Context: an optimization exercise on an open-source flow, tuned for small area, a short achievable clock period and few clock cycles per item. The choices shown serve that exercise and are no tape-out recipe.
RTL that was checked went through simulation tests only; none was proved equivalent to the original.
Only the layout flow was run in runs 1 to 3; the RTL was not checked for function there.
Power figures rest on the tool's default switching activity, not on a simulated workload.

==> design.v <==
module rle_enc (
    input  wire         clk,
    input  wire         rst,
    input  wire         in_valid,
    output wire         in_ready,
    input  wire [7:0]   in_data,
    input  wire         in_last,
    input  wire [5:0]   unit_size,
    output wire         out_valid,
    input  wire         out_ready,
    output wire [9:0]   out_count,
    output wire [5:0]   out_len,
    output wire [255:0] out_unit,
    output wire         out_last
);
    localparam CHUNK = 1000;
    reg  [7:0]   cur [0:31];
    reg  [4:0]   pos;            
    reg          ns;             
    reg          full_r;         
    reg  [9:0]   chunk_pos;      
    reg          cl;             
    reg          m;              
    reg  [9:0]   cnt;            
    reg  [7:0]   exp_r;          
    reg  [7:0]   in_r;
    reg  [4:0]   p_r;
    reg          v_r;
    reg          fin_r;          
    reg          last_r;         
    reg          o_valid;
    reg          rdy;            
    reg  [9:0]   o_count;
    reg  [5:0]   o_len;
    reg          o_last;
    assign in_ready  = rdy;
    assign out_valid = o_valid;
    assign out_count = o_count;
    assign out_len   = o_len;
    assign out_last  = o_last;
    genvar g;
    generate
        for (g = 0; g < 32; g = g + 1) begin : g_unit
            assign out_unit[8*g +: 8] = cur[g];
        end
    endgenerate
    wire       u1     = (unit_size == 6'd1);
    wire       accept = in_valid && !o_valid;
    wire       eq     = (in_data == exp_r);
    wire       full   = ns ? u1 : full_r;
    wire       ce     = cl || in_last;
    wire       s_end  = full || ce;
    wire       close  = m && (!eq || (ce && !full));
    wire       wr     = v_r && !o_valid;
    wire       o_set  = (accept && close) || (wr && fin_r);
    wire       o_nxt  = o_set || (o_valid && !out_ready);
    wire [31:0] pdec = 32'd1 << pos;
    reg  [7:0]  cur_a;
    integer k;
    always @(*) begin
        cur_a = 8'd0;
        for (k = 0; k < 31; k = k + 1)
            cur_a = cur_a | (cur[k + 1] & {8{pdec[k]}});
    end
    wire [7:0] exp_a  = (pos == 5'd0 && p_r == 5'd1) ? in_r : cur_a;
    wire [7:0] exp_0  = (pos == 5'd0) ? in_data :
                        (p_r == 5'd0) ? in_r : cur[0];
    always @(posedge clk) begin
        if (wr)
            cur[p_r] <= in_r;
        if (!o_valid) begin
            in_r   <= in_data;
            p_r    <= pos;
            fin_r  <= ce;
            last_r <= in_last;
        end
        if (accept) begin
            exp_r  <= s_end ? exp_0 : exp_a;
            full_r <= s_end ? u1 : ({1'b0, pos} + 6'd2 == unit_size);
            if (s_end)
                cnt <= (m && !close) ? cnt + 10'd1 : 10'd1;
        end
        if (!o_valid) begin
            o_count <= cnt;
            o_len   <= (v_r && fin_r) ? {1'b0, p_r} + 6'd1 : unit_size;
            o_last  <= v_r && fin_r && last_r;
        end
    end
    always @(posedge clk) begin
        if (rst) begin
            pos       <= 5'd0;
            ns        <= 1'b1;
            chunk_pos <= 10'd0;
            cl        <= 1'b0;
            m         <= 1'b0;
            v_r       <= 1'b0;
            o_valid   <= 1'b0;
            rdy       <= 1'b1;
        end else begin
            o_valid <= o_nxt;
            rdy     <= !o_nxt;
            if (wr)
                v_r <= 1'b0;
            if (accept) begin
                v_r       <= 1'b1;
                pos       <= s_end ? 5'd0 : pos + 5'd1;
                ns        <= in_last;
                chunk_pos <= ce ? 10'd0 : chunk_pos + 10'd1;
                cl        <= !ce && (chunk_pos == CHUNK - 2);
                if (s_end)
                    m <= !ce;
                else if (close)
                    m <= 1'b0;
            end
        end
    end
endmodule
==> flow/run.sh <==
#!/bin/bash
# Standard ORFS layout (the standard.sh), with two changes made through
# config.mk: the ports are buffered by sky130_fd_sc_hd__buf_1 instead of the
# default buffer that buffer_ports picks, and clock tree synthesis runs
# with the arguments in flow/cts_args.txt (larger sink clusters, no dummy
# loads). Each tool's output is in standard.log.
set -euo pipefail
echo 'export BUFFER_PORTS_ARGS = -buffer_cell sky130_fd_sc_hd__buf_1' >> config.mk
if [[ -s flow/cts_args.txt ]]; then
  echo "export CTS_ARGS = $(cat flow/cts_args.txt)" >> config.mk
fi
bash standard.sh > standard.log 2>&1
==> flow/cts_args.txt <==
-sink_clustering_enable -repair_clock_nets -dont_use_dummy_load -sink_clustering_size 20 -sink_clustering_max_diameter 60 -buf_list "sky130_fd_sc_hd__clkbuf_8 sky130_fd_sc_hd__clkbuf_16"
==> standard.sh <==
#!/bin/bash
# synth_recipe.tcl (not shown) runs the flow's synth.tcl, then flattens the netlist and writes it again
# the make line also repeats each setting of config.mk as NAME=value (left out here)
make -C /OpenROAD-flow-scripts/flow DESIGN_CONFIG=/design/flow/config.mk WORK_HOME=/design/flow/orfs CLKGATE_MAP_FILE= SYNTH_SCRIPT=/design/flow/synth_recipe.tcl "${@:-finish}"
==> config.mk <==
export PLATFORM = sky130hd
export DESIGN_NAME = rle_enc
export DESIGN_NICKNAME = rle_enc
export VERILOG_FILES = /design/flow/design.v
export SDC_FILE = /design/flow/constraint.sdc
export NUM_CORES = 4
export LEC_CHECK = 0
export CAP_MARGIN = 20
export CORE_MARGIN = 2
export CORE_UTILIZATION = 60
export SETUP_SLACK_MARGIN = 2.6
export SLEW_MARGIN = 20
export BUFFER_PORTS_ARGS = -buffer_cell sky130_fd_sc_hd__buf_1
export CTS_ARGS = -sink_clustering_enable -repair_clock_nets -dont_use_dummy_load -sink_clustering_size 20 -sink_clustering_max_diameter 60 -buf_list "sky130_fd_sc_hd__clkbuf_8 sky130_fd_sc_hd__clkbuf_16"
==> constraint.sdc <==
create_clock -name core_clock -period 5.0 [get_ports {clk}]
set_input_delay 1.0000 -clock core_clock [delete_from_list [all_inputs] [get_ports {clk}]]
set_output_delay 1.0000 -clock core_clock [all_outputs]
set_load 0.01 [all_outputs]
==> results of run 1 <==
cells by family (layout without fill, tap and decap cells):
group	Yosys count	in the layout
flip-flops	328	328
AND/OR/NAND/NOR	270	270
AO/OA/AOI/OAI	183	183
buffers and inverters	64	375
multiplexers	59	59
XOR/XNOR	31	31
adder cells (fa/ha/maj)	14	14
other	0	1
report_power, final:
group          switching (mW)  internal [mW]
Sequential             0.0352           3.06
Clock                   0.853          0.779
Combinational           0.204         0.0900
Total                    1.09           3.93
critical path, delay by kind of cell, from the launching register on:
family	cells	cell delay [ps]
buffers and inverters	1	330
AND/OR/NAND/NOR	2	510
flip-flops	1	400
AO/OA/AOI/OAI	3	540
multiplexers	1	430
synthesized netlist by cell type, types with 12 or more instances:
library cell,n
nor2_1,73
o21ai_0,41
ha_1,14
nand4_1,12
dfxtp_1,21
a22o_1,18
xor2_1,22
a32oi_1,12
nor2b_1,15
a21oi_1,23
clkbuf_1,25
o22ai_1,16
buf_2,18
a22oi_1,25
mux2_2,21
mux2i_1,33
edfxtp_1,307
nand2_1,67
nand3_1,50
sequential cells by signal, summed over array words and instances (netlist names):
register,flops
chunk_pos,10
cl,1
cnt,10
cur,256
exp_r,8
fin_r,1
full_r,1
in_r,8
last_r,1
m,1
ns,1
o_count,10
o_last,1
o_len,6
o_valid,1
p_r,5
pos,5
rdy,1
v_r,1
timing repair:
action | 4_1_cts | 5_1_grt
setup buffers | 14 | 5
pin swaps | 13 | 9
endpoints found under the hold margin | 0 | 0
gates resized for setup | 50 | 32
setup endpoints to repair | 42 | 70
cloned | 1 | 1
how the worst max path moves through the flow:
stage | startpoint | depth (start not counted) | end | slack (ps)
2_1_floorplan | unit_size[4] | 6 | cnt[0]$_SDFFCE_PN1P_ | 2600
3_3_place_gp | pos[2]$_SDFFE_PP0P_ | 7 | exp_r[6]$_DFFE_PP_ | 2000
3_5_place_dp | pos[2]$_SDFFE_PP0P_ | 7 | exp_r[6]$_DFFE_PP_ | 1840
4_1_cts | pos[3]$_SDFFE_PP0P_ | 8 | exp_r[2]$_DFFE_PP_ | 2530
5_1_grt | pos[3]$_SDFFE_PP0P_ | 7 | exp_r[4]$_DFFE_PP_ | 2440
6_report | pos[3]$_SDFFE_PP0P_ | 7 | exp_r[4]$_DFFE_PP_ | 2520
per-layer routing:
| metal | vias to the layer above | share of wire, % | track usage [%] |
|---|---|---|---|
| li1 | 4281 | - | - |
| met1 | 5020 | 38 | 55.55 |
| met2 | 950 | 44 | 57.74 |
| met3 | 131 | 13 | 9.386 |
| met4 | 0 | 4.0 | 13.45 |
| met5 | - | 0 | 0 |
final cells by class:
class	instances	area (µm²)
sequential	328	9656
fill	1591	6272
multi-input combinational	557	3959
timing repair buffer	341	1582
clock buffer	22	550.5
tap	285	356.6
inverter	11	51.30
timing repair inverter	1	5.005
antenna	1	2.502
==> impl_metrics.yaml, run 1 <==
outcome:
  outcome: "complete, no violations"
synthesis:
  synth.avg_cell_area_um2: 14.35
  muxShareOfSynthArea_pct: 4.657
  synth_top_family_by_area: "simple AND/OR/NAND/NOR gates"
  ys_seq_area_share_pct: 70.76
  synth_area_um2: 13620
  syn_inst: 949
  post_synth_and_or_nand_nor_area_fraction_pct: 9.516
  synth_edf_count: 307
  yosys.area.top_type: "edfxtp_1"
  synthFlopType: "edfxtp_1"
  synth_xor_area_share_pct: 1.993
  yosys_warnings: 1
  synth_top_cell_area_share_pct: 67.68
  ys_ff_latch: 328
  synthDistinctLibCells: 57
  synthArstFlopShare_pct: 0
  synth-adder-area-share_pct: 1.286
  synth_compound_area_share_pct: 9.442
  synthTopCellsByArea: "edfxtp_1 (68%), dfxtp_1 (3.1%), mux2i_1 (2.4%)"
  syn_nets: 982
setup_path:
  crit_top_cell: "o22ai_1"
  crit_arrival_ps: 2740
  worstSetupPathType: "flop to flop"
  crit_path_start_kind: "flop"
  critPathSlowestCell: "mux2i_1"
  reg2reg_from: "pos[3]$_SDFFE_PP0P_"
  slowest_delay_ps: 430
  rr_endpoint: "exp_r[4]$_DFFE_PP_"
  r2r_cells: 7
  critical_path.max_fanout: 20
  r2r_slack_ps: 2520
  cp.required_ps: 5260
  crit_chain: "buf_4 > mux2i_1 > o22ai_1 > a22oi_1 > nand4_1 > nor4_4 > o22ai_1"
  crit_path_end_kind: "flop"
placement:
  place_congestion: 1.010
  dpl_cell_area_um2: 15040
  place_inst: 1499
  port_buffers: 293
  hpwl_mm: 32.79
  post-place-ws_ps: 1837
worst_hold_path:
  min_to: "o_count[9]$_DFFE_PN_"
  hold_class: "flop to flop"
  min_path_cells: 0
  hp-start: "cnt[9]$_SDFFCE_PN0P_"
global_routing:
  grt_pass1_vias: 9593
  overflow: 0
  track_usage_pct: 38.39
  antenna_found_initial: 2
  grt_pass1_wl_mm: 65.54
  grt_max_degree: 39
timing:
  final-hold-violation-count: 0
  tightest_slew_ps: 1060
  finalCriticalPeriod_ps: 2479
  finalSetupViolations: 0
  finalWorstSetupSlack_ps: 2521
  slew_headroom_pct: 29.05
  setup_tns_ps: 0
  whs_ps: 484.1
  rsz0062_at_grt: "yes"
  finClkSkew_ps: 40.21
  fin_crit_sh_pct: 49.58
  slew_violations: 0
  fmax_ghz: 0.4034
drt:
  routed_wl_mm: 47.32
  ant_nets: 0
  dr.first_iter.drc_count: 1505
  via_per_inst: 6.715
  detail_route.wl_per_cell_um: 30.61
  post-route-drc-count: 0
  dr_total_vias: 10382
  dr.pass1.iters: 6
power_and_ir_drop:
  peakVddDrop_mv: 0.2618
  p_leak_nw: 5.148
  power_density_nw_per_um2: 310.4
  finalPower_mw: 5.017
cts:
  cts.sinks: 328
  insertion_delay_ps: 540
  ctsHoldBuffers: 0
  clkTransAtPathRegs_ps: 80
  cts_buffer_depth: 3
  htree_levels: 1
  cts_tree: "yes"
  cts_made_buffers: 22
  cts_root_buf: "clkbuf_16"
finish:
  layout-drive-gt1-share_pct: 12.46
  syn2layout_area_growth_pct: 18.65
  fin_cells: 1546
  final_common_cell: "edfxtp_1"
  fin_area_um2: 16160
  final_cell_mix: "edfxtp_1 (307), buf_1 (293), nand2_1 (64)"
  final_net_count: 1295
  fin_util_pct: 72.04
die:
  coreArea_um2: 22430
  initial_utilization_pct: 60.72
  rows: 55
  die_w_um: 154.7
  die_h_um: 154.7
  die_area_um2: 23920
  pin_count: 294
job:
  drv_cap: 0
==> inputs of run 2 (changes only) <==
--- a/design.v
+++ b/design.v
@@ -58,3 +58,3 @@
     reg  [7:0]  cur_a;
-    integer k;
+    integer k, j;
     always @(*) begin
@@ -68,4 +68,5 @@
     always @(posedge clk) begin
-        if (wr)
-            cur[p_r] <= in_r;
+        for (j = 0; j < 32; j = j + 1)
+            if (wr && p_r == j)
+                cur[j] <= in_r;
         if (!o_valid) begin
==> impl_metrics.yaml, run 2 <==
die:
  rows: 55
  die_w_um: 155.1
  coreArea_um2: 22500
  die_h_um: 155.1
  pin_count: 294
  die_area_um2: 24040
  initial_utilization_pct: 60.85
drt:
  ant_nets: 0
  post-route-drc-count: 0
  routed_wl_mm: 48.24
  dr.pass1.iters: 7
  via_per_inst: 6.838
  dr_total_vias: 10640
  dr.first_iter.drc_count: 1657
  detail_route.wl_per_cell_um: 31.00
synthesis:
  synth_top_cell_area_share_pct: 67.33
  synth.most_common_cell: "edfxtp_1"
  ys_ff_latch: 328
  synthTopCellsByCount: "edfxtp_1 (307), nand3_1 (62), nor2_1 (54), nand2_1 (46), clkbuf_1 (31)"
  synthDistinctLibCells: 67
  synthArstFlopShare_pct: 0
  ys_seq_area_share_pct: 70.40
  synth_area_um2: 13690
  synth_edf_count: 307
  syn_inst: 943
  yosys.area.top_type: "edfxtp_1"
  synthFlopType: "edfxtp_1"
  synthTopCellsByArea: "edfxtp_1 (67%), dfxtp_1 (3.1%), nand3_1 (2.3%)"
  yosys_warnings: 2
  syn_nets: 978
  synth.avg_cell_area_um2: 14.52
cts:
  cts_made_buffers: 23
  clkTransAtPathRegs_ps: 80
  htree_levels: 1
  ctsHoldBuffers: 0
  cts.sinks: 328
  cts_root_buf: "clkbuf_16"
  cts_tree: "yes"
  insertion_delay_ps: 540
  cts_buffer_depth: 3
finish:
  fillers: 1526
  syn2layout_area_growth_pct: 20.07
  seq_area_um2: 9658
  antenna_cells: 0
  final_cell_mix: "edfxtp_1 (307), buf_1 (293), nand3_1 (62)"
  top_register: "cur"
  multi_input_area_um2: 4079
  final_net_count: 1308
  final_common_cell: "edfxtp_1"
  largest_reg_flops: 256
  layout-drive-gt1-share_pct: 14.40
setup_path:
  cp.required_ps: 5300
  crit_path_start_kind: "flop"
  r2r_slack_ps: 2490
  crit_arrival_ps: 2810
  worstSetupPathType: "flop to flop"
  critical_path.max_fanout: 8
  slowest_delay_ps: 460
  critPathSlowestCell: "a2111o_1"
  crit_path_end_kind: "flop"
  r2r_cells: 9
  rr_endpoint: "exp_r[0]$_DFFE_PP_"
  reg2reg_from: "pos[0]$_SDFFE_PP0P_"
  crit_chain: "ha_4 > ha_4 > buf_12 > buf_12 > a22o_4 > a221oi_2 > o211ai_1 > a2111o_1 > o21a_1"
placement:
  place_congestion: 1.019
  post-place-ws_ps: 1690
  port_buffers: 293
  hpwl_mm: 32.80
outcome:
  outcome: "complete, no violations"
timing:
  finClkSkew_ps: 40.40
  slew_violations: 0
  fmax_ghz: 0.3983
  finalSetupViolations: 0
  setup_tns_ps: 0
  final-hold-violation-count: 0
  finalWorstSetupSlack_ps: 2489
  finalCriticalPeriod_ps: 2511
  slew_headroom_pct: 35.55
  tightest_slew_ps: 964.2
  fin_crit_sh_pct: 50.22
  rsz0062_at_grt: "yes"
worst_hold_path:
  hold_class: "flop to flop"
  min_to: "o_count[9]$_DFFE_PN_"
  min_path_cells: 0
  hp-start: "cnt[9]$_SDFFCE_PN0P_"
global_routing:
  antenna_found_initial: 1
  grt_pass1_wl_mm: 67.29
  grt_max_degree: 35
  overflow: 0
  grt_pass1_vias: 9800
  track_usage_pct: 39.41
job:
  drv_cap: 0
power_and_ir_drop:
  switchingPower_mw: 1.102
  peakVddDrop_mv: 0.2513
  pwr-share-seq_pct: 60.9
  p_sw_share_pct: 21.76
  power_density_nw_per_um2: 308.1
  p_leak_nw: 5.271
  power_frac_clock_pct: 33.1
  power_frac_comb_pct: 6.0
  p_int_mw: 3.963
## run 2: critical path, delay by kind of cell, from the launching register on
| kind | cells | cell delay (ps) |
|---|---|---|
| flops | 1 | 360 |
| fa+ha+maj | 2 | 370 |
| buf+inv | 2 | 270 |
| compound gates | 5 | 1260 |
## run 2: metrics by stage
step,utilization (%),std cells,area (µm²),power [mW],hold WS (ps)
floorplan,-,943,13760,3.303,402.9
global placement,67.40,1495,15170,3.416,456.6
detailed placement,67.45,1496,15180,3.419,469.0
CTS,71.61,1540,16110,5.035,488.1
global route,73.06,1556,16440,5.160,509.5
finish,73.06,1556,16440,5.065,489.3
## run 2: repair_timing
item	in CTS	in global routing
gates cloned	2	0
pin swaps	6	18
resized for setup	44	46
setup endpoints to repair	45	88
buffers inserted	19	16
## run 2: layout make-up
type,instances,share of cell area (%)
Multi-Input combinational cell,547,24.81
Timing Repair inverter,1,0.04567
Inverter,13,0.3653
Sequential cell,328,58.75
Timing Repair Buffer,359,10.36
Tap cell,285,2.169
Clock buffer,23,3.501
## run 2: kinds of logic (layout without fill, tap and decap cells)
family / count (synthesis) / count (layout) / share of synthesized area, %
compound gates: 167 / 167 / 8.800
xor+xnor: 31 / 31 / 1.983
fa+ha+maj: 16 / 16 / 1.462
buf+inv: 69 / 396 / 2.348
flops: 328 / 328 / 70.40
mux: 53 / 53 / 4.505
simple gates: 279 / 280 / 10.50
## run 2: worst max-delay path by stage
stage                                    from              endpoint  slack (ps)
after floorplan                  unit_size[4]  cnt[0]$_SDFFCE_PN1P_        2590
after global placement    pos[0]$_SDFFE_PP0P_    exp_r[0]$_DFFE_PP_        1790
after detailed placement  pos[0]$_SDFFE_PP0P_    exp_r[0]$_DFFE_PP_        1690
after CTS                    v_r$_SDFFE_PP0P_  cur[22][2]$_DFFE_PP_        2510
after global routing      pos[0]$_SDFFE_PP0P_    exp_r[0]$_DFFE_PP_        2490
final                     pos[0]$_SDFFE_PP0P_    exp_r[0]$_DFFE_PP_        2490
## run 2: layer usage
metal | share of wire, % | track usage [%] | wire length [µm] | vias to the layer above
met1 | 37 | 56.63 | 17740 | 5109
met2 | 43 | 57.65 | 20770 | 1049
li1 | - | - | - | 4318
met4 | 5.2 | 16.89 | 2497 | 0
met5 | 0 | 0 | 0 | -
met3 | 15 | 10.42 | 7235 | 164
## run 2: power groups by stage
stage                     registers, mW  logic, mW  clock network [mW]
after floorplan                    3.17      0.132                   0
after global placement             3.15      0.266                   0
after detailed placement           3.15      0.268                   0
after CTS                          3.09      0.280                1.67
after global routing               3.09      0.321                1.75
final                              3.09      0.304                1.68
==> inputs of run 3 (changes only) <==
--- a/config.mk
+++ b/config.mk
@@ -10,3 +10,3 @@
 export CORE_UTILIZATION = 60
-export SETUP_SLACK_MARGIN = 2.6
+export SETUP_SLACK_MARGIN = 2.9
 export SLEW_MARGIN = 20
==> impl_metrics.yaml, run 3 <==
global_routing:
  track_usage_pct: 41.40
  grt_pass1_wl_mm: 71.08
  grt_pass1_vias: 10522
  antenna_found_initial: 0
  overflow: 0
  grt_max_degree: 35
placement:
  hpwl_mm: 33.14
  place_congestion: 1.060
  port_buffers: 293
  place_inst: 1490
  dpl_cell_area_um2: 15160
  post-place-ws_ps: 1965
drt:
  detail_route.wl_per_cell_um: 29.92
  dr.pass1.iters: 10
  post-route-drc-count: 0
  routed_wl_mm: 53.85
  dr.first_iter.drc_count: 2154
  ant_nets: 0
  via_per_inst: 6.817
  dr_total_vias: 12270
timing:
  setup_tns_ps: 0
  finalSetupViolations: 0
  fmax_ghz: 0.4088
  finalCriticalPeriod_ps: 2446
  whs_ps: 495.0
  slew_headroom_pct: 35.54
  tightest_slew_ps: 961.7
  rsz0062_at_grt: "yes"
  final-hold-violation-count: 0
  finalWorstSetupSlack_ps: 2554
  fin_crit_sh_pct: 48.92
  finClkSkew_ps: 44.94
  slew_violations: 0
cts:
  cts_tree: "yes"
  cts_root_buf: "clkbuf_16"
  cts_made_buffers: 23
  ctsHoldBuffers: 0
  insertion_delay_ps: 550
  htree_levels: 1
  cts_buffer_depth: 3
  clkTransAtPathRegs_ps: 80
  cts.sinks: 328
die:
  rows: 55
  initial_utilization_pct: 60.85
  pin_count: 294
  die_area_um2: 24040
  coreArea_um2: 22500
  die_h_um: 155.1
  die_w_um: 155.1
synthesis:
  synthFlopType: "edfxtp_1"
  synth.avg_cell_area_um2: 14.52
  ys_seq_area_share_pct: 70.40
  ys_ff_latch: 328
  synthArstFlopShare_pct: 0
  synth_top_cell_area_share_pct: 67.33
  synthTopCellsByCount: "edfxtp_1 (307), nand3_1 (62), nor2_1 (54), nand2_1 (46), clkbuf_1 (31)"
  synthTopCellsByArea: "edfxtp_1 (67%), dfxtp_1 (3.1%), nand3_1 (2.3%)"
  syn_inst: 943
  yosys_warnings: 2
  synth_edf_count: 307
  syn_nets: 978
  synth.most_common_cell: "edfxtp_1"
  yosys.area.top_type: "edfxtp_1"
  synth_area_um2: 13690
  synthDistinctLibCells: 67
power_and_ir_drop:
  power_density_nw_per_um2: 273.2
  p_leak_nw: 6.991
  peakVddDrop_mv: 0.2537
finish:
  top_register: "cur"
  final_cell_mix: "edfxtp_1 (307), buf_4 (285), buf_1 (159)"
  fin_cells: 1800
  fin_area_um2: 18900
  syn2layout_area_growth_pct: 38.02
  final_common_cell: "edfxtp_1"
  final_net_count: 1552
  largest_reg_flops: 256
  fillers: 1168
  layout-drive-gt1-share_pct: 40.26
  antenna_cells: 0
setup_path:
  crit_path_start_kind: "flop"
  critical_path.max_fanout: 9
  cp.required_ps: 5290
  crit_path_end_kind: "flop"
  worstSetupPathType: "flop to flop"
  crit_arrival_ps: 2730
job:
  drv_cap: 0
outcome:
  outcome: "complete, no violations"
worst_hold_path:
  hold_class: "flop to flop"
## run 3: cell types whose count changed in the layout (fill, tap and decap cells not counted), sizes merged
cell	delta
buf	+110
clkbuf	+133
bufbuf	+2
nor4b	-1
## run 3: critical path: stages, from the launching register on
cell and delay (ps):
dfxtp_4 470, buf_4 160, nor2_2 60, buf_4 180, a22o_1 300, a221oi_2 280, o211ai_1 190, a2111o_1 410
o21a_1 180
## run 3: routing by layer
| metal | part of all wire, % | wire, µm | vias to the layer above | global-route usage [%] |
|---|---|---|---|---|
| li1 | - | - | 4802 | - |
| met1 | 35 | 18630 | 5851 | 59.19 |
| met2 | 43 | 23330 | 1345 | 60.38 |
| met3 | 16 | 8599 | 272 | 11.56 |
| met4 | 6.1 | 3295 | 0 | 17.72 |
| met5 | 0 | 0 | - | 0 |
## run 3: cell type report
| class | instances | area [µm²] | share of cell area [%] |
|---|---|---|---|
| clock buffer | 23 | 575.6 | 3.046 |
| inverter | 13 | 65.06 | 0.3443 |
| multi-input combinational | 546 | 4363 | 23.09 |
| sequential | 328 | 9662 | 51.13 |
| tap | 285 | 356.6 | 1.887 |
| timing repair buffer | 604 | 3870 | 20.48 |
| timing repair inverter | 1 | 5.005 | 0.02648 |
## run 3: power by group
| group | internal, mW | switching [mW] | total (mW) |
|---|---|---|---|
| clock | 0.813 | 0.885 | 1.70 |
| sequential | 3.06 | 0.0298 | 3.09 |
| combinational | 0.139 | 0.241 | 0.380 |
| total | 4.01 | 1.16 | 5.16 |
## run 3: worst paths after layout
check,startpoint,endpoint,slack (ps),depth (start not counted)
max,pos[2]$_SDFFE_PP0P_,exp_r[0]$_DFFE_PP_,2550,8
min,cnt[9]$_SDFFCE_PN0P_,o_count[9]$_DFFE_PN_,490,0
max reg2reg,pos[2]$_SDFFE_PP0P_,exp_r[0]$_DFFE_PP_,2550,8
min reg2reg,cnt[9]$_SDFFCE_PN0P_,o_count[9]$_DFFE_PN_,490,0
## run 3: cell families after synthesis
kind of cell / share of synthesized area (%)
multiplexers: 4.505
AND/OR/NAND/NOR: 10.50
flip-flops: 70.40
AO/OA/AOI/OAI: 8.800
XOR/XNOR: 1.983
buffers and inverters: 2.348
adder cells (fa/ha/maj): 1.462
## run 3: stage by stage
| step | utilization [%] | power (mW) |
|---|---|---|
| final | 83.98 | 5.164 |
| after global routing | 83.98 | 5.255 |
| after CTS | 77.88 | 5.073 |
| after detailed placement | 67.39 | 3.423 |
| after global placement | 67.33 | 3.418 |
| after floorplan | - | 3.305 |
## run 3: repair_timing
item / CTS / global route
gates cloned: 3 / 1
gates resized for setup: 116 / 191
endpoints found under the setup margin: 409 / 407
pin swaps: 15 / 16
setup buffers: 165 / 118
==> inputs of run 4 (changes only) <==
--- a/design.v
+++ b/design.v
@@ -17,3 +17,4 @@
     reg  [7:0]   cur [0:31];
-    reg  [4:0]   pos;            
+    reg  [3:0]   ph;             
+    reg  [7:0]   pl;             
     reg          ns;             
@@ -24,2 +25,3 @@
     reg  [9:0]   cnt;            
+    reg          rs;             
     reg  [7:0]   exp_r;          
@@ -28,2 +30,3 @@
     reg          v_r;
+    reg          wr;             
     reg          fin_r;          
@@ -32,3 +35,2 @@
     reg          rdy;            
-    reg  [9:0]   o_count;
     reg  [5:0]   o_len;
@@ -37,3 +39,3 @@
     assign out_valid = o_valid;
-    assign out_count = o_count;
+    assign out_count = cnt;
     assign out_len   = o_len;
@@ -53,6 +55,13 @@
     wire       close  = m && (!eq || (ce && !full));
-    wire       wr     = v_r && !o_valid;
-    wire       o_set  = (accept && close) || (wr && fin_r);
+    wire       a_set  = accept && close;     
+    wire       b_set  = wr && fin_r;         
+    wire       o_set  = a_set || b_set;
+    wire [9:0] base   = rs ? 10'd1 : cnt;
     wire       o_nxt  = o_set || (o_valid && !out_ready);
-    wire [31:0] pdec = 32'd1 << pos;
+    wire       v_nxt  = accept || (v_r && !wr);
+    wire       pos0   = ph[0] && pl[0];
+    wire [4:0] pos    = {ph[2] | ph[3], ph[1] | ph[3],
+                         pl[4] | pl[5] | pl[6] | pl[7],
+                         pl[2] | pl[3] | pl[6] | pl[7],
+                         pl[1] | pl[3] | pl[5] | pl[7]};
     reg  [7:0]  cur_a;
@@ -62,6 +71,6 @@
         for (k = 0; k < 31; k = k + 1)
-            cur_a = cur_a | (cur[k + 1] & {8{pdec[k]}});
+            cur_a = cur_a | (cur[k + 1] & {8{ph[k / 8] & pl[k % 8]}});
     end
-    wire [7:0] exp_a  = (pos == 5'd0 && p_r == 5'd1) ? in_r : cur_a;
-    wire [7:0] exp_0  = (pos == 5'd0) ? in_data :
+    wire [7:0] exp_a  = (pos0 && p_r == 5'd1) ? in_r : cur_a;
+    wire [7:0] exp_0  = pos0 ? in_data :
                         (p_r == 5'd0) ? in_r : cur[0];
@@ -80,7 +89,12 @@
             full_r <= s_end ? u1 : ({1'b0, pos} + 6'd2 == unit_size);
-            if (s_end)
-                cnt <= (m && !close) ? cnt + 10'd1 : 10'd1;
         end
+        if (o_set)
+            cnt <= base;
+        else if (accept && s_end)
+            cnt <= m ? base + 10'd1 : 10'd1;
+        if (accept && s_end)
+            rs <= o_set;
+        else if (o_set)
+            rs <= 1'b0;
         if (!o_valid) begin
-            o_count <= cnt;
             o_len   <= (v_r && fin_r) ? {1'b0, p_r} + 6'd1 : unit_size;
@@ -91,3 +105,5 @@
         if (rst) begin
-            pos       <= 5'd0;
+            ph        <= 4'd1;
+            pl        <= 8'd1;
+            wr        <= 1'b0;
             ns        <= 1'b1;
@@ -102,7 +118,13 @@
             rdy     <= !o_nxt;
-            if (wr)
-                v_r <= 1'b0;
+            v_r     <= v_nxt;
+            wr      <= v_nxt && !o_nxt;
             if (accept) begin
-                v_r       <= 1'b1;
-                pos       <= s_end ? 5'd0 : pos + 5'd1;
+                if (s_end) begin
+                    ph <= 4'd1;
+                    pl <= 8'd1;
+                end else begin
+                    pl <= {pl[6:0], pl[7]};
+                    if (pl[7])
+                        ph <= {ph[2:0], ph[3]};
+                end
                 ns        <= in_last;
--- a/config.mk
+++ b/config.mk
@@ -10,3 +10,3 @@
 export CORE_UTILIZATION = 60
-export SETUP_SLACK_MARGIN = 2.9
+export SETUP_SLACK_MARGIN = 2.5
 export SLEW_MARGIN = 20
==> impl_metrics.yaml, run 4 <==
outcome:
  outcome: "complete, no violations"
finish:
  layout-drive-gt1-share_pct: 6.728
  fillers: 1578
  final_cell_mix: "edfxtp_1 (298), buf_1 (293), a22oi_1 (58)"
  multi_input_area_um2: 3478
  final_net_count: 1235
  fin_area_um2: 15360
  fin_cells: 1484
  seq_area_um2: 9534
  top_regs: "cur (256), chunk_pos (10), cnt (10)"
  largest_reg_flops: 256
  syn2layout_area_growth_pct: 15.99
  top_register: "cur"
  antenna_cells: 0
  final_common_cell: "edfxtp_1"
synthesis:
  yosys.area.top_type: "edfxtp_1"
  ys_seq_area_share_pct: 71.95
  synthFlopType: "edfxtp_1"
  syn_nets: 942
  syn_inst: 913
  synth.avg_cell_area_um2: 14.51
  yosys_warnings: 2
  synth.most_common_cell: "edfxtp_1"
  synthTopCellsByArea: "edfxtp_1 (68%), dfxtp_1 (4.4%), a22oi_1 (3.3%)"
  ys_ff_latch: 327
  synth_area_um2: 13240
  synthArstFlopShare_pct: 0
  synthDistinctLibCells: 57
  synth_top_cell_area_share_pct: 67.57
  synth_edf_count: 298
  synthTopCellsByCount: "edfxtp_1 (298), a22oi_1 (58), a22o_1 (49), clkbuf_1 (49), nand2_1 (48)"
setup_path:
  reg2reg_from: "pl[5]$_SDFFE_PP0P_"
  worstSetupPathType: "flop to flop"
  r2r_cells: 6
  critical_path.max_fanout: 28
  crit_path_end_kind: "flop"
  crit_arrival_ps: 2730
  r2r_slack_ps: 2530
  rr_endpoint: "exp_r[0]$_DFFE_PP_"
  cp.required_ps: 5260
  crit_path_start_kind: "flop"
die:
  pin_count: 294
  die_h_um: 152.6
  die_w_um: 152.6
  die_area_um2: 23280
  coreArea_um2: 21760
  rows: 54
  initial_utilization_pct: 60.88
power_and_ir_drop:
  p_leak_nw: 5.033
  finalPower_mw: 5.219
  power_density_nw_per_um2: 339.8
  peakVddDrop_mv: 0.2605
worst_hold_path:
  min_to: "chunk_pos[9]$_SDFFE_PP0P_"
  hp-start: "chunk_pos[9]$_SDFFE_PP0P_"
  hold_class: "flop to flop"
  min_path_cells: 2
timing:
  slew_headroom_pct: 26.96
  finClkSkew_ps: 41.54
  tightest_slew_ps: 1092
  slew_violations: 0
  finalCriticalPeriod_ps: 2469
  fin_crit_sh_pct: 49.39
  fmax_ghz: 0.4049
  rsz0062_at_grt: "no"
  final-hold-violation-count: 0
  whs_ps: 498.4
  finalSetupViolations: 0
  setup_tns_ps: 0
drt:
  dr.first_iter.drc_count: 1416
  post-route-drc-count: 0
  via_per_inst: 6.651
  dr.pass1.iters: 5
  dr_total_vias: 9870
  routed_wl_mm: 43.38
  detail_route.wl_per_cell_um: 29.23
  ant_nets: 0
placement:
  hpwl_mm: 28.96
  dpl_cell_area_um2: 14680
  place_inst: 1455
  place_congestion: 0.9025
  port_buffers: 293
global_routing:
  track_usage_pct: 36.13
  overflow: 0
  grt_pass1_wl_mm: 62.19
  grt_max_degree: 35
  antenna_found_initial: 0
  grt_pass1_vias: 9379
cts:
  cts_made_buffers: 23
  clkTransAtPathRegs_ps: 80
  htree_levels: 1
  cts.sinks: 327
  cts_buffer_depth: 3
  cts_root_buf: "clkbuf_16"
  cts_tree: "yes"
  ctsHoldBuffers: 0
  insertion_delay_ps: 540
job:
  drv_cap: 0
run 4: metal layers:
metal | global-route usage, % | routed length (µm) | share of wire, % | up-vias
met5 | 0 | 0 | 0 | -
met4 | 12.26 | 1665 | 3.8 | 0
met3 | 9.357 | 5345 | 12 | 101
met2 | 57.53 | 20650 | 48 | 718
met1 | 49.15 | 15720 | 36 | 4894
li1 | - | - | - | 4157
run 4: layout make-up:
type / count / share of cell area (%)
Timing Repair Buffer: 324 / 8.748
Tap cell: 280 / 2.281
Inverter: 21 / 0.5132
Sequential cell: 327 / 62.07
Clock buffer: 23 / 3.747
Multi-Input combinational cell: 509 / 22.64
run 4: worst max-delay path by stage:
stage	slack, ps	endpoint	startpoint
after floorplan	2270	cnt[7]$_DFFE_PP_	unit_size[1]
after global placement	1560	cnt[7]$_DFFE_PP_	unit_size[1]
after detailed placement	1510	cnt[7]$_DFFE_PP_	unit_size[1]
after CTS	2540	exp_r[0]$_DFFE_PP_	pl[4]$_SDFFE_PP0P_
after global routing	2500	exp_r[4]$_DFFE_PP_	pl[5]$_SDFFE_PP0P_
final	2530	exp_r[0]$_DFFE_PP_	pl[5]$_SDFFE_PP0P_
run 4: power by group:
group | switching [mW] | total (mW) | internal, mW
Combinational | 0.285 | 0.415 | 0.130
Clock | 0.866 | 1.68 | 0.814
Sequential | 0.0501 | 3.12 | 3.07
run 4: stage by stage:
step | utilization, % | worst slack [ps]
6_report | 70.61 | 2531
5_1_grt | 70.61 | 2505
4_1_cts | 70.32 | 2539
3_5_place_dp | 67.49 | 1512
3_3_place_gp | 67.49 | 1555
2_1_floorplan | - | 2273
run 4: kinds of logic after synthesis:
family	Yosys count	synth area share, %
xor gates and xnor gates	23	1.521
AOI/OAI and AO/OA	242	13.60
buffers and inverters	77	2.248
and+or+nand+nor	222	8.786
muxes	12	0.9447
adders and majority gates	10	0.9447
DFF	327	71.95
run 4: critical path, stage by stage, from the launching register on:
cell and delay, ps:
dfxtp_1 440, buf_4 340, a222oi_1 320, nand3_1 160, a211o_1 390, a211oi_1 370
o22ai_1 150
run 4: repair_timing:
item,4_1_cts,5_1_grt
setup buffers,3,2
gates resized for setup,6,8
setup endpoints to repair,31,11
pin swaps,1,4
Testbench counts of run 4, summed over its fixed seeds: cycles 186,589, bytes 184,078.
==> inputs of run 5 (changes only) <==
--- a/config.mk
+++ b/config.mk
@@ -10,3 +10,3 @@
 export CORE_UTILIZATION = 60
-export SETUP_SLACK_MARGIN = 2.5
+export SETUP_SLACK_MARGIN = 2.8
 export SLEW_MARGIN = 20
==> impl_metrics.yaml, run 5 <==
outcome:
  outcome: "complete, no violations"
timing:
  final-hold-violation-count: 0
  finalWorstSetupSlack_ps: 2651
  setup_tns_ps: 0
  whs_ps: 495.6
  finalSetupViolations: 0
  slew_violations: 0
  rsz0062_at_grt: "yes"
  fin_crit_sh_pct: 46.98
  finClkSkew_ps: 49.65
  finalCriticalPeriod_ps: 2349
  slew_headroom_pct: 29.00
  fmax_ghz: 0.4257
  tightest_slew_ps: 1064
synthesis:
  synthArstFlopShare_pct: 0
  synth-adder-area-share_pct: 0.9447
  synthTopCellsByArea: "edfxtp_1 (68%), dfxtp_1 (4.4%), a22oi_1 (3.3%)"
  synth_top_family_by_area: "compound AO/OA/AOI/OAI gates"
  synth_top_cell_area_share_pct: 67.57
  synthDistinctLibCells: 57
  post_synth_and_or_nand_nor_area_fraction_pct: 8.786
  yosys_warnings: 2
  muxShareOfSynthArea_pct: 0.9447
  syn_nets: 942
  synth_compound_area_share_pct: 13.60
  ys_ff_latch: 327
  synth_area_um2: 13240
  synth_edf_count: 298
  synth_xor_area_share_pct: 1.521
  ys_seq_area_share_pct: 71.95
  yosys.area.top_type: "edfxtp_1"
  syn_inst: 913
  synthFlopType: "edfxtp_1"
  synth.avg_cell_area_um2: 14.51
  synth.most_common_cell: "edfxtp_1"
  synthTopCellsByCount: "edfxtp_1 (298), a22oi_1 (58), a22o_1 (49), clkbuf_1 (49), nand2_1 (48)"
setup_path:
  worstSetupPathType: "flop to flop"
  r2r_cells: 5
  cp.required_ps: 5290
  critPathCapture: "exp_r[1]$_DFFE_PP_"
  crit_path_start_kind: "flop"
  rr_endpoint: "exp_r[1]$_DFFE_PP_"
  crit_arrival_ps: 2640
  reg2reg_from: "cur[2][1]$_DFFE_PP_"
  r2r_slack_ps: 2650
  startpoint: "cur[2][1]$_DFFE_PP_"
  critical_path.max_fanout: 2
  crit_path_end_kind: "flop"
global_routing:
  overflow: 0
  grt_pass1_wl_mm: 64.61
  grt_pass1_vias: 9802
  track_usage_pct: 37.58
  grt_max_degree: 35
  antenna_found_initial: 1
drt:
  dr.first_iter.drc_count: 1380
  post-route-drc-count: 0
  ant_nets: 0
  dr_total_vias: 10246
  detail_route.wl_per_cell_um: 29.80
  routed_wl_mm: 45.35
  dr.pass1.iters: 6
  via_per_inst: 6.732
finish:
  layout-drive-gt1-share_pct: 14.01
  antenna_cells: 0
  largest_reg_flops: 256
  final_common_cell: "edfxtp_1"
  syn2layout_area_growth_pct: 21.61
  multi_input_area_um2: 3702
  final_net_count: 1273
  fillers: 1485
  seq_area_um2: 9562
  final_cell_mix: "edfxtp_1 (298), buf_1 (282), a22oi_1 (57)"
  top_register: "cur"
  top_regs: "cur (256), chunk_pos (10), cnt (10)"
  fin_cells: 1522
die:
  die_area_um2: 23280
  rows: 54
  die_w_um: 152.6
  coreArea_um2: 21760
  pin_count: 294
  die_h_um: 152.6
  initial_utilization_pct: 60.88
job:
  drv_cap: 0
power_and_ir_drop:
  p_leak_nw: 5.420
  finalPower_mw: 5.383
  power_density_nw_per_um2: 334.3
  peakVddDrop_mv: 0.2427
placement:
  place_congestion: 0.8945
  post-place-ws_ps: 1514
  hpwl_mm: 29.68
  place_inst: 1456
  port_buffers: 293
cts:
  cts.sinks: 327
  cts_buffer_depth: 3
  cts_root_buf: "clkbuf_16"
  cts_tree: "yes"
  htree_levels: 1
  cts_made_buffers: 25
  clkTransAtPathRegs_ps: 80
  insertion_delay_ps: 540
worst_hold_path:
  hold_class: "flop to flop"
  min_path_cells: 2
run 5: where the power goes:
group	leakage [nW]	internal [mW]	switching, mW
Combinational	2.13	0.180	0.308
Clock	0.308	0.880	0.885
Sequential	2.98	3.07	0.0582
Total	5.42	4.13	1.25
run 5: metrics by stage:
stage,area (µm²),util (%)
2_1_floorplan,13270,-
3_3_place_gp,14700,67.55
3_5_place_dp,14700,67.55
4_1_cts,15730,72.30
5_1_grt,16110,74.03
6_report,16110,74.03
run 5: area by class of cell:
cell class	instances	share of cell area, %
well taps	280	2.175
clock buffers	25	3.884
repair buffers	360	11.09
multi-input cells	509	22.99
inverters	21	0.4894
flip-flops and latches	327	59.37
run 5: worst min path at each step:
stage | end | start
after floorplan | cl$_SDFFE_PP0P_ | cl$_SDFFE_PP0P_
after global placement | chunk_pos[9]$_SDFFE_PP0P_ | chunk_pos[9]$_SDFFE_PP0P_
final | chunk_pos[9]$_SDFFE_PP0P_ | chunk_pos[9]$_SDFFE_PP0P_
after CTS | chunk_pos[9]$_SDFFE_PP0P_ | chunk_pos[9]$_SDFFE_PP0P_
after global routing | chunk_pos[9]$_SDFFE_PP0P_ | chunk_pos[9]$_SDFFE_PP0P_
after detailed placement | chunk_pos[9]$_SDFFE_PP0P_ | chunk_pos[9]$_SDFFE_PP0P_
run 5: per-layer routing:
metal	vias to the layer above	wire, µm	part of all wire (%)	global-route usage, %
met5	-	13	0.029	0
met4	2	2098	4.6	14.37
met3	134	5772	13	10.32
met2	797	21340	47	59.62
met1	5068	16120	36	50.19
li1	4245	-	-	-
run 5: logic make-up (layout without fill, tap and decap cells):
group,count (synthesis),in the layout
xor+xnor,23,23
compound gates,242,242
fa+ha+maj,10,10
simple gates,222,222
flops,327,327
buf+inv,77,406
mux,12,12
run 5: worst max-delay path: stages (launching register included):
cell and delay [ps]:
edfxtp_1 400, a222oi_1 430, nand2_1 230, a222oi_1 670, nor3b_2 280, o22ai_1 90
run 5: repair_timing:
item,CTS,global route
hold buffers,0,0
setup endpoints to repair,42,101
pin swaps,21,27
gates resized for setup,57,64
setup buffers,22,17
cloned,1,0
==> inputs of run 6 (changes only) <==
==> flow/cts_args.txt (replaced) <==
-sink_clustering_enable -repair_clock_nets -dont_use_dummy_load -sink_clustering_size 16 -sink_clustering_max_diameter 50 -buf_list "sky130_fd_sc_hd__clkbuf_8"
==> config.mk (replaced) <==
export PLATFORM = sky130hd
export DESIGN_NAME = rle_enc
export DESIGN_NICKNAME = rle_enc
export VERILOG_FILES = /design/flow/design.v
export SDC_FILE = /design/flow/constraint.sdc
export NUM_CORES = 4
export LEC_CHECK = 0
export CAP_MARGIN = 20
export CORE_MARGIN = 2
export CORE_UTILIZATION = 70
export SETUP_SLACK_MARGIN = 2.8
export SLEW_MARGIN = 20
export BUFFER_PORTS_ARGS = -buffer_cell sky130_fd_sc_hd__buf_1
export CTS_ARGS = -sink_clustering_enable -repair_clock_nets -dont_use_dummy_load -sink_clustering_size 16 -sink_clustering_max_diameter 50 -buf_list "sky130_fd_sc_hd__clkbuf_8"
==> impl_metrics.yaml, run 6 <==
finish:
  top_register: "cur"
  largest_reg_flops: 256
  top_regs: "cur (256), chunk_pos (10), cnt (10)"
  final_net_count: 1311
  syn2layout_area_growth_pct: 21.83
  final_common_cell: "edfxtp_1"
  final_cell_mix: "edfxtp_1 (298), buf_1 (237), buf_4 (85)"
  layout-drive-gt1-share_pct: 19.61
  fin_cells: 1515
synthesis:
  syn_inst: 913
  synth_edf_count: 298
  synth-adder-area-share_pct: 0.9447
  synth_area_um2: 13240
  post_synth_and_or_nand_nor_area_fraction_pct: 8.786
  synth.avg_cell_area_um2: 14.51
  yosys.area.top_type: "edfxtp_1"
  synthTopCellsByArea: "edfxtp_1 (68%), dfxtp_1 (4.4%), a22oi_1 (3.3%)"
  synth_compound_area_share_pct: 13.60
  ys_seq_area_share_pct: 71.95
  synth_top_cell_area_share_pct: 67.57
  synthArstFlopShare_pct: 0
  yosys_warnings: 2
  muxShareOfSynthArea_pct: 0.9447
  ys_ff_latch: 327
  synth_top_family_by_area: "compound AO/OA/AOI/OAI gates"
  synthTopCellsByCount: "edfxtp_1 (298), a22oi_1 (58), a22o_1 (49), clkbuf_1 (49), nand2_1 (48)"
  syn_nets: 942
  synthFlopType: "edfxtp_1"
  synthDistinctLibCells: 57
  synth.most_common_cell: "edfxtp_1"
  synth_xor_area_share_pct: 1.521
worst_hold_path:
  min_path_cells: 2
  min_to: "chunk_pos[9]$_SDFFE_PP0P_"
  hp-start: "chunk_pos[9]$_SDFFE_PP0P_"
  hold_class: "flop to flop"
global_routing:
  grt_pass1_vias: 9730
  grt.met3_usage_pct: 11.78
  overflow: 0
  grt_max_degree: 35
  grt_busiest_layer: "met2"
  track_usage_pct: 42.13
  antenna_found_initial: 0
  grt_pass1_wl_mm: 61.31
  met2_usage_pct: 64.97
  grt_util_met1_pct: 56.55
cts:
  insertion_delay_ps: 610
  cts_tree: "yes"
  clkTransAtPathRegs_ps: 90
  cts_buffer_depth: 3
  ctsHoldBuffers: 0
  htree_levels: 1
  cts_made_buffers: 29
  cts.sinks: 327
  cts_root_buf: "clkbuf_8"
setup_path:
  worstSetupPathType: "flop to flop"
  startpoint: "pl[4]$_SDFFE_PP0P_"
  critPathSlowestCell: "a222oi_1"
  crit_path_end_kind: "flop"
  crit_top_cell: "a222oi_1"
  reg2reg_from: "pl[4]$_SDFFE_PP0P_"
  r2r_cells: 6
  r2r_slack_ps: 2630
  critical_path.max_fanout: 4
  crit_arrival_ps: 2660
  crit_path_start_kind: "flop"
  cp.required_ps: 5300
  crit_chain: "buf_8 > a222oi_1 > nand2_1 > a222oi_1 > nor3b_2 > o22ai_1"
  slowest_delay_ps: 600
  rr_endpoint: "exp_r[1]$_DFFE_PP_"
drt:
  via_per_inst: 7.159
  post-route-drc-count: 0
  dr.pass1.iters: 8
  dr_total_vias: 10846
  detail_route.wl_per_cell_um: 29.74
  dr.first_iter.drc_count: 1798
  ant_nets: 0
  routed_wl_mm: 45.06
timing:
  fin_crit_sh_pct: 47.30
  finalCriticalPeriod_ps: 2365
  slew_headroom_pct: 30.86
  slew_violations: 0
  fmax_ghz: 0.4228
  rsz0062_at_grt: "yes"
  finalSetupViolations: 0
  tightest_slew_ps: 1036
  finClkSkew_ps: 62.02
  final-hold-violation-count: 0
  setup_tns_ps: 0
power_and_ir_drop:
  power_density_nw_per_um2: 307.7
  switchingPower_mw: 1.194
  power_frac_comb_pct: 9.7
  pwr-share-seq_pct: 63.2
  p_int_mw: 3.771
  power_frac_clock_pct: 27.1
  p_sw_share_pct: 24.05
  p_leak_nw: 5.610
  peakVddDrop_mv: 0.2529
placement:
  place_congestion: 0.9499
  place_inst: 1413
  hpwl_mm: 28.62
  port_buffers: 293
die:
  pin_count: 294
  die_h_um: 141.6
  die_area_um2: 20040
  die_w_um: 141.6
  coreArea_um2: 18640
  initial_utilization_pct: 71.04
  rows: 50
outcome:
  outcome: "complete, no violations"
job:
  drv_cap: 0
run 6: cell count changes in the layout (fill, tap and decap cells not counted), sizes merged:
cell | before | now
buf | 354 | 353
bufbuf | 1 | 0
clkbuf | 30 | 69
diode | 0 | 1
nand2 | 48 | 49
run 6: kinds of logic (layout without fill, tap and decap cells):
| group | count (synthesis) | in the layout |
|---|---|---|
| xor gates and xnor gates | 23 | 23 |
| buffers and inverters | 77 | 443 |
| DFF | 327 | 327 |
| adders and majority gates | 10 | 10 |
| muxes | 12 | 12 |
| other | 0 | 1 |
| AOI/OAI and AO/OA | 242 | 242 |
| and+or+nand+nor | 222 | 223 |
run 6: area by class of cell:
type / instances / area [µm²]
multi-input combinational: 510 / 3694
tap: 234 / 292.8
inverter: 21 / 78.83
antenna: 1 / 2.502
fill: 911 / 2507
timing repair buffer: 393 / 2123
clock buffer: 29 / 399.1
sequential: 327 / 9545
run 6: per-stage QoR:
step           util [%]  hold WS, ps  worst slack, ps  power (mW)  instance area [µm²]
2_1_floorplan         -        457.7             2273       3.417                13270
3_3_place_gp      78.60        471.8             1742       3.568                14650
3_5_place_dp      78.68        485.4             1665       3.579                14670
4_1_cts           82.62        498.7             2748       4.861                15400
5_1_grt           86.54        537.5             2679       5.049                16130
6_report          86.55        494.3             2635       4.965                16140
run 6: worst max-delay path: cells and delay by family (launching register included):
family / cells / cell delay [ps]
and+or+nand+nor: 2 / 480
AOI/OAI and AO/OA: 3 / 1060
DFF: 1 / 400
buffers and inverters: 1 / 150
run 6: power by group through the flow:
stage	Sequential, mW	Clock [mW]	Combinational, mW
final	3.14	1.34	0.483
after CTS	3.14	1.32	0.400
after detailed placement	3.21	0	0.373
after global routing	3.14	1.40	0.509
after floorplan	3.21	0	0.211
after global placement	3.21	0	0.363
run 6: worst max path at each step:
stage	to	slack, ps	depth (start not counted)
floorplan	cnt[7]$_DFFE_PP_	2270	5
global placement	cnt[7]$_DFFE_PP_	1740	7
detailed placement	cnt[7]$_DFFE_PP_	1670	7
CTS	cnt[7]$_DFFE_PP_	2750	8
global route	cnt[7]$_DFFE_PP_	2680	7
finish	exp_r[1]$_DFFE_PP_	2630	6
run 6: metal layers:
metal  vias up  wire length, µm
met5         -                0
li1       4326                -
met4         0             2895
met3       217             6848
met2      1125            20760
met1      5178            14550
run 6: what timing repair did:
action                                  4_1_cts  5_1_grt
endpoints found under the setup margin       40      129
endpoints found under the hold margin         0        0
resized for setup                            54      122
setup buffers                                20       48
gates cloned                                  1        1
pin swaps                                    18       23
==> inputs of run 7 (changes only) <==
--- a/design.v
+++ b/design.v
@@ -16,2 +16,4 @@
     localparam CHUNK = 1000;
+    localparam [9:0] LF_0   = 10'd1;       
+    localparam [9:0] LF_998 = 10'd1003;    
     reg  [7:0]   cur [0:31];
@@ -109,3 +111,3 @@
             ns        <= 1'b1;
-            chunk_pos <= 10'd0;
+            chunk_pos <= LF_0;
             cl        <= 1'b0;
@@ -130,4 +132,5 @@
                 ns        <= in_last;
-                chunk_pos <= ce ? 10'd0 : chunk_pos + 10'd1;
-                cl        <= !ce && (chunk_pos == CHUNK - 2);
+                chunk_pos <= ce ? LF_0 :
+                             {chunk_pos[8:0], chunk_pos[9] ^ chunk_pos[6]};
+                cl        <= !ce && (chunk_pos == LF_998);
                 if (s_end)
--- a/config.mk
+++ b/config.mk
@@ -7,7 +7,7 @@
 export LEC_CHECK = 0
-export CAP_MARGIN = 20
+export CAP_MARGIN = 0
 export CORE_MARGIN = 2
-export CORE_UTILIZATION = 70
+export CORE_UTILIZATION = 60
 export SETUP_SLACK_MARGIN = 2.8
-export SLEW_MARGIN = 20
+export SLEW_MARGIN = 0
 export BUFFER_PORTS_ARGS = -buffer_cell sky130_fd_sc_hd__buf_1
==> impl_metrics.yaml, run 7 <==
synthesis:
  synthTopCellsByCount: "edfxtp_1 (298), a22oi_1 (102), nor2_1 (54), nand2_1 (36), clkbuf_1 (31)"
  synthFlopType: "edfxtp_1"
  yosys_warnings: 2
  synthTopCellsByArea: "edfxtp_1 (68%), a22oi_1 (5.8%), dfxtp_1 (4.4%)"
  ys_seq_area_share_pct: 72.65
  synthDistinctLibCells: 65
  synthArstFlopShare_pct: 0
  syn_nets: 921
  yosys.area.top_type: "edfxtp_1"
  synth_top_cell_area_share_pct: 68.22
  ys_ff_latch: 327
  synth_edf_count: 298
  synth_area_um2: 13120
  synth.avg_cell_area_um2: 14.67
  syn_inst: 894
  synth.most_common_cell: "edfxtp_1"
finish:
  multi_input_area_um2: 3657
  fin_util_pct: 72.40
  top_register: "cur"
  top_regs: "cur (256), chunk_pos (10), cnt (10)"
  fillers: 1544
  final_net_count: 1240
  final_cell_mix: "edfxtp_1 (298), buf_1 (282), a22oi_1 (100)"
  final_common_cell: "edfxtp_1"
  syn2layout_area_growth_pct: 19.34
  largest_reg_flops: 256
  antenna_cells: 0
  layout-drive-gt1-share_pct: 14.45
  seq_area_um2: 9535
drt:
  post-route-drc-count: 0
  dr.first_iter.drc_count: 1412
  detail_route.wl_per_cell_um: 29.79
  dr_total_vias: 10011
  via_per_inst: 6.714
  dr.pass1.iters: 5
  ant_nets: 0
  routed_wl_mm: 44.42
timing:
  finClkSkew_ps: 68.06
  tightest_slew_ps: 1278
  slew_violations: 0
  slew_headroom_pct: 14.82
  fin_crit_sh_pct: 44.87
  setup_tns_ps: 0
  rsz0062_at_grt: "yes"
  finalCriticalPeriod_ps: 2244
  final-hold-violation-count: 0
  finalSetupViolations: 0
  fmax_ghz: 0.4457
global_routing:
  grt_max_degree: 35
  track_usage_pct: 37.97
  overflow: 0
  antenna_found_initial: 0
  grt_pass1_vias: 9687
  grt_pass1_wl_mm: 64.12
cts:
  cts_tree: "yes"
  cts_root_buf: "clkbuf_8"
  cts.sinks: 327
  cts_buffer_depth: 3
  ctsHoldBuffers: 0
  clkTransAtPathRegs_ps: 70
  htree_levels: 2
  cts_made_buffers: 34
  insertion_delay_ps: 560
setup_path:
  crit_arrival_ps: 2500
  critPathSlowestCell: "nor4b_4"
  crit_chain: "buf_8 > nor4b_4 > a211oi_2 > o41ai_4 > buf_6 > nand4_1 > mux2_2"
  cp_top_family: "compound AO/OA/AOI/OAI gates"
  worstSetupPathType: "input port to flop"
  crit_path_start_kind: "input port"
  critical_path.max_fanout: 5
  slowest_delay_ps: 360
  crit_buf_inv: 2
  cp.required_ps: 5260
  crit_path_end_kind: "flop"
placement:
  hpwl_mm: 29.29
  port_buffers: 293
  place_congestion: 0.9031
power_and_ir_drop:
  power_density_nw_per_um2: 317.3
  p_leak_nw: 5.039
  switchingPower_mw: 1.164
  peakVddDrop_mv: 0.2457
  pwr-share-seq_pct: 62.7
  p_sw_share_pct: 23.43
  p_int_mw: 3.802
  power_frac_clock_pct: 29.7
  power_frac_comb_pct: 7.5
die:
  die_h_um: 151.9
  initial_utilization_pct: 60.67
  die_area_um2: 23060
  pin_count: 294
  die_w_um: 151.9
  coreArea_um2: 21620
  rows: 54
worst_hold_path:
  hold_class: "flop to flop"
outcome:
  outcome: "complete, no violations"
job:
  drv_cap: 0
==> run 7: cell types whose count changed after synthesis, sizes merged, moves of 6 or more <==
| cell | delta |
|---|---|
| o21ai | -7 |
| buf | +15 |
| a22o | -35 |
| a222oi | -9 |
| o22ai | +9 |
| a22oi | +44 |
| a211oi | -7 |
| clkbuf | -18 |
| a31oi | +7 |
| nand3 | -6 |
| nand2 | -11 |
| nor2 | +15 |
| and2 | -17 |
| nand4 | -10 |
==> run 7: per-stage QoR <==
| step | cells | setup slack, ps | hold WS (ps) | cell area [µm²] | power (mW) |
|---|---|---|---|---|---|
| final | 1491 | 2756 | 484.5 | 15650 | 4.966 |
| after global routing | 1491 | 2718 | 511.6 | 15650 | 5.082 |
| after CTS | 1485 | 2714 | 478.2 | 15440 | 4.930 |
| after detailed placement | 1436 | 1738 | 463.0 | 14540 | 3.484 |
| after global placement | 1436 | 1783 | 441.3 | 14540 | 3.478 |
| after floorplan | 894 | 2550 | 432.3 | 13160 | 3.348 |
==> run 7: final timing paths <==
kind / from / to / slack (ps) / depth (start not counted)
worst max-delay path: unit_size[1] / cnt[3]$_DFFE_PP_ / 2760 / 7
worst min-delay path: chunk_pos[1]$_SDFFE_PP0P_ / chunk_pos[1]$_SDFFE_PP0P_ / 480 / 2
worst max register to register: p_r[0]$_DFFE_PN_ / exp_r[7]$_DFFE_PP_ / 2760 / 6
worst min register to register: chunk_pos[1]$_SDFFE_PP0P_ / chunk_pos[1]$_SDFFE_PP0P_ / 480 / 2
==> run 7: routing by layer <==
metal | global-route usage, % | vias up | share of wire (%)
met2 | 57.92 | 788 | 46
met4 | 19.36 | 0 | 5.2
met1 | 51.48 | 4938 | 36
met3 | 9.469 | 130 | 13
met5 | 0 | - | 0
li1 | - | 4155 | -
==> run 7: logic make-up (layout without fill, tap and decap cells) <==
group | count (synthesis) | count (layout) | synth area share, %
AO/OA/AOI/OAI | 247 | 248 | 13.56
XOR/XNOR | 16 | 16 | 1.068
adder cells (fa/ha/maj) | 8 | 8 | 0.7632
buffers and inverters | 76 | 392 | 2.623
flip-flops | 327 | 327 | 72.65
multiplexers | 12 | 12 | 0.9444
AND/OR/NAND/NOR | 208 | 208 | 8.395
==> run 7: power groups by stage <==
stage | sequential, mW | clock [mW] | combinational, mW
final | 3.12 | 1.48 | 0.373
after global routing | 3.12 | 1.56 | 0.395
after CTS | 3.11 | 1.47 | 0.348
after detailed placement | 3.17 | 0 | 0.309
after global placement | 3.17 | 0 | 0.305
after floorplan | 3.17 | 0 | 0.178
==> run 7: what timing repair did <==
item / CTS / global route
cloned: 3 / 0
setup endpoints to repair: 121 / 90
gates resized for setup: 78 / 52
pin swaps: 12 / 16
buffers inserted: 12 / 6
==> run 7: layout make-up <==
type                       count  area share, %
multi-input combinational    492          23.37
inverter                      23         0.6715
sequential                   327          60.92
timing repair buffer         335          9.816
tap                          280          2.238
clock buffer                  34          2.990
==> run 7: tightest hold or removal path, cell delays in order, from the launching register on <==
cell and delay [ps]:
dfxtp_1 330, nand2_1 60, a21oi_1 50
Testbench counts of run 7, summed over its fixed seeds: cycles 186,589, bytes 184,078.
==> inputs of run 8 (changes only) <==
--- a/config.mk
+++ b/config.mk
@@ -9,4 +9,4 @@
 export CORE_MARGIN = 2
-export CORE_UTILIZATION = 60
-export SETUP_SLACK_MARGIN = 2.8
+export CORE_UTILIZATION = 50
+export SETUP_SLACK_MARGIN = 3.0
 export SLEW_MARGIN = 0
==> impl_metrics.yaml, run 8 <==
finish:
  final_cell_mix: "edfxtp_1 (298), buf_4 (213), clkbuf_2 (175)"
  syn2layout_area_growth_pct: 39.00
  fillers: 1832
  antenna_cells: 0
  layout-drive-gt1-share_pct: 44.78
  fin_util_pct: 70.36
  top_regs: "cur (256), chunk_pos (10), cnt (10)"
  final_net_count: 1447
  largest_reg_flops: 256
  top_register: "cur"
  final_common_cell: "edfxtp_1"
cts:
  insertion_delay_ps: 560
  cts_buffer_depth: 3
  cts_made_buffers: 34
  clkTransAtPathRegs_ps: 80
  cts_tree: "yes"
  cts.sinks: 327
  htree_levels: 2
  cts_root_buf: "clkbuf_8"
  ctsHoldBuffers: 0
synthesis:
  synthTopCellsByCount: "edfxtp_1 (298), a22oi_1 (102), nor2_1 (54), nand2_1 (36), clkbuf_1 (31)"
  synth_edf_count: 298
  yosys_warnings: 2
  synth.avg_cell_area_um2: 14.67
  synthDistinctLibCells: 65
  synthTopCellsByArea: "edfxtp_1 (68%), a22oi_1 (5.8%), dfxtp_1 (4.4%)"
  ys_seq_area_share_pct: 72.65
  synth_top_cell_area_share_pct: 68.22
  synth_area_um2: 13120
  syn_inst: 894
  ys_ff_latch: 327
  synthArstFlopShare_pct: 0
  synth.most_common_cell: "edfxtp_1"
  synthFlopType: "edfxtp_1"
  syn_nets: 921
  yosys.area.top_type: "edfxtp_1"
drt:
  post-route-drc-count: 0
  ant_nets: 0
  dr.first_iter.drc_count: 1525
  detail_route.wl_per_cell_um: 28.63
  routed_wl_mm: 50.20
  dr.pass1.iters: 8
  via_per_inst: 6.272
  dr_total_vias: 10995
die:
  die_area_um2: 27540
  pin_count: 294
  coreArea_um2: 25910
  die_h_um: 166.0
  die_w_um: 166.0
  rows: 59
  initial_utilization_pct: 50.62
global_routing:
  antenna_found_initial: 0
  grt_pass1_vias: 10358
  met2_usage_pct: 55.22
  overflow: 0
  grt.met3_usage_pct: 8.079
  grt_pass1_wl_mm: 69.59
  grt_max_degree: 35
  track_usage_pct: 34.71
  grt_busiest_layer: "met2"
  grt_util_met1_pct: 46.07
job:
  drv_cap: 0
setup_path:
  critical_path.max_fanout: 4
  crit_top_cell: "buf_6"
  crit_path_start_kind: "input port"
  crit_buf_inv: 3
  worstSetupPathType: "input port to flop"
  critPathSlowestCell: "nor4b_4"
  cp_top_family: "compound AO/OA/AOI/OAI gates"
  slowest_delay_ps: 360
  crit_path_end_kind: "flop"
  crit_chain: "buf_8 > nor4b_4 > a211oi_2 > o41ai_4 > buf_6 > buf_6 > a311oi_2 > a41o_1"
  crit_arrival_ps: 2570
  cp.required_ps: 5290
timing:
  finalWorstSetupSlack_ps: 2721
  finalSetupViolations: 0
  final-hold-violation-count: 0
  tightest_slew_ps: 1253
  rsz0062_at_grt: "yes"
  slew_headroom_pct: 16.47
  fmax_ghz: 0.4388
  slew_violations: 0
  setup_tns_ps: 0
  finalCriticalPeriod_ps: 2279
  finClkSkew_ps: 36.68
  fin_crit_sh_pct: 45.58
outcome:
  outcome: "complete, no violations"
power_and_ir_drop:
  p_leak_nw: 6.872
  peakVddDrop_mv: 0.1717
  power_density_nw_per_um2: 278.8
worst_hold_path:
  hold_class: "flop to flop"
placement:
  hpwl_mm: 31.69
  port_buffers: 293
  place_congestion: 0.8951
  post-place-ws_ps: 1698
-- run 8: cell count changes in the layout (fill, tap and decap cells not counted), sizes merged --
cell      change
inv           -1
o21ai         -1
clkinvlp      +1
clkbuf      +171
bufbuf        +1
buf          +36
-- run 8: cell families after synthesis --
group           Yosys count  synth area share [%]
flops                   327                 72.65
compound gates          247                 13.56
simple gates            208                 8.395
buf+inv                  76                 2.623
xor+xnor                 16                 1.068
mux                      12                0.9444
fa+ha+maj                 8                0.7632
-- run 8: stage by stage --
step | instance area, µm² | hold slack [ps] | instances | total power, mW
floorplan | 13160 | 432.3 | 894 | 3.348
finish | 18230 | 475.4 | 1753 | 5.083
CTS | 17010 | 475.8 | 1677 | 5.014
global placement | 14640 | 439.9 | 1495 | 3.486
detailed placement | 14640 | 445.5 | 1495 | 3.492
global route | 18230 | 509.3 | 1753 | 5.203
-- run 8: final timing paths --
check / from / to / slack (ps) / cells past startpoint
min reg2reg: chunk_pos[1]$_SDFFE_PP0P_ / chunk_pos[1]$_SDFFE_PP0P_ / 480 / 2
max reg2reg: p_r[0]$_DFFE_PN_ / exp_r[0]$_DFFE_PP_ / 2810 / 6
max: unit_size[2] / cnt[9]$_DFFE_PP_ / 2720 / 8
min: chunk_pos[1]$_SDFFE_PP0P_ / chunk_pos[1]$_SDFFE_PP0P_ / 480 / 2
-- run 8: metal layers --
layer  vias up  share of wire [%]
met4         0                5.0
met1      5462                 37
met2       812                 47
met5         -                  0
met3       140                 11
li1       4581                  -
-- run 8: cell type report --
type | count | area [µm²] | area share, %
timing repair buffer | 543 | 3751 | 20.58
inverter | 23 | 106.4 | 0.5834
multi-input combinational | 491 | 3931 | 21.56
sequential | 327 | 9555 | 52.41
clock buffer | 34 | 467.9 | 2.567
tap | 335 | 419.2 | 2.299
-- run 8: tightest hold or removal path, delay by kind of cell, from the launching register on --
kind	cells	cell delay, ps
flops	1	330
compound gates	1	50
simple gates	1	60
-- run 8: timing repair --
item	in CTS	in global routing
setup endpoints to repair	524	460
resized for setup	207	297
hold endpoints to repair	0	0
gates cloned	5	0
setup buffers	143	76
pin swaps	34	31
-- run 8: where the power goes --
| group | total [mW] | leakage, nW | switching [mW] | internal [mW] |
|---|---|---|---|---|
| registers | 3.10 | 2.98 | 0.0514 | 3.05 |
| clock network | 1.50 | 0.244 | 0.893 | 0.610 |
| logic | 0.478 | 3.65 | 0.280 | 0.198 |

-- afterwards: timing with drivers on the ports --
How much do the figures lean on ideal ports? The routed layouts below were timed once more, with nothing changed but the port constraints.
Step 1 (the two cells are an assumption about what drives the block):
set clk [get_ports {clk}]
set_driving_cell -lib_cell sky130_fd_sc_hd__clkbuf_16 $clk
set_driving_cell -lib_cell sky130_fd_sc_hd__buf_2 [delete_from_list [all_inputs] $clk]
Step 2, shift: input delay + t, output delay - t, t = (earliest + latest rising clock arrival at the registers) / 2. This alone moves slack from input paths to output paths.
a / b / c = ideal / step 1 / step 2; a / b = the first two.
run	t, ns	setup WS [ns]	worst setup path after step 2	latest minus earliest clock arrival (ns)	worst register clock-pin slew, ns
run 1	0.567	2.521 / 2.521 / 2.187	input to register	0.040 / 0.041	0.08 / 0.08
run 2	0.569	2.489 / 2.489 / 2.186	input to register	0.041 / 0.041	0.09 / 0.09
run 3	0.581	2.554 / 2.554 / 2.300	input to register	0.046 / 0.046	0.08 / 0.08
run 4	0.572	2.531 / 2.531 / 2.031	input to register	0.044 / 0.044	0.08 / 0.08
run 5	0.566	2.651 / 2.651 / 2.174	input to register	0.058 / 0.057	0.09 / 0.09
run 6	0.622	2.635 / 2.635 / 2.150	input to register	0.065 / 0.064	0.10 / 0.10
run 7	0.577	2.756 / 2.761 / 2.184	input to register	0.068 / 0.068	0.10 / 0.10
run 8	0.583	2.721 / 2.724 / 2.141	input to register	0.037 / 0.037	0.10 / 0.10
After both steps every run listed still meets setup and hold. The setup slack of run 8, which loses most, moves by +0.003 ns with the drivers and by -0.580 ns with both steps.
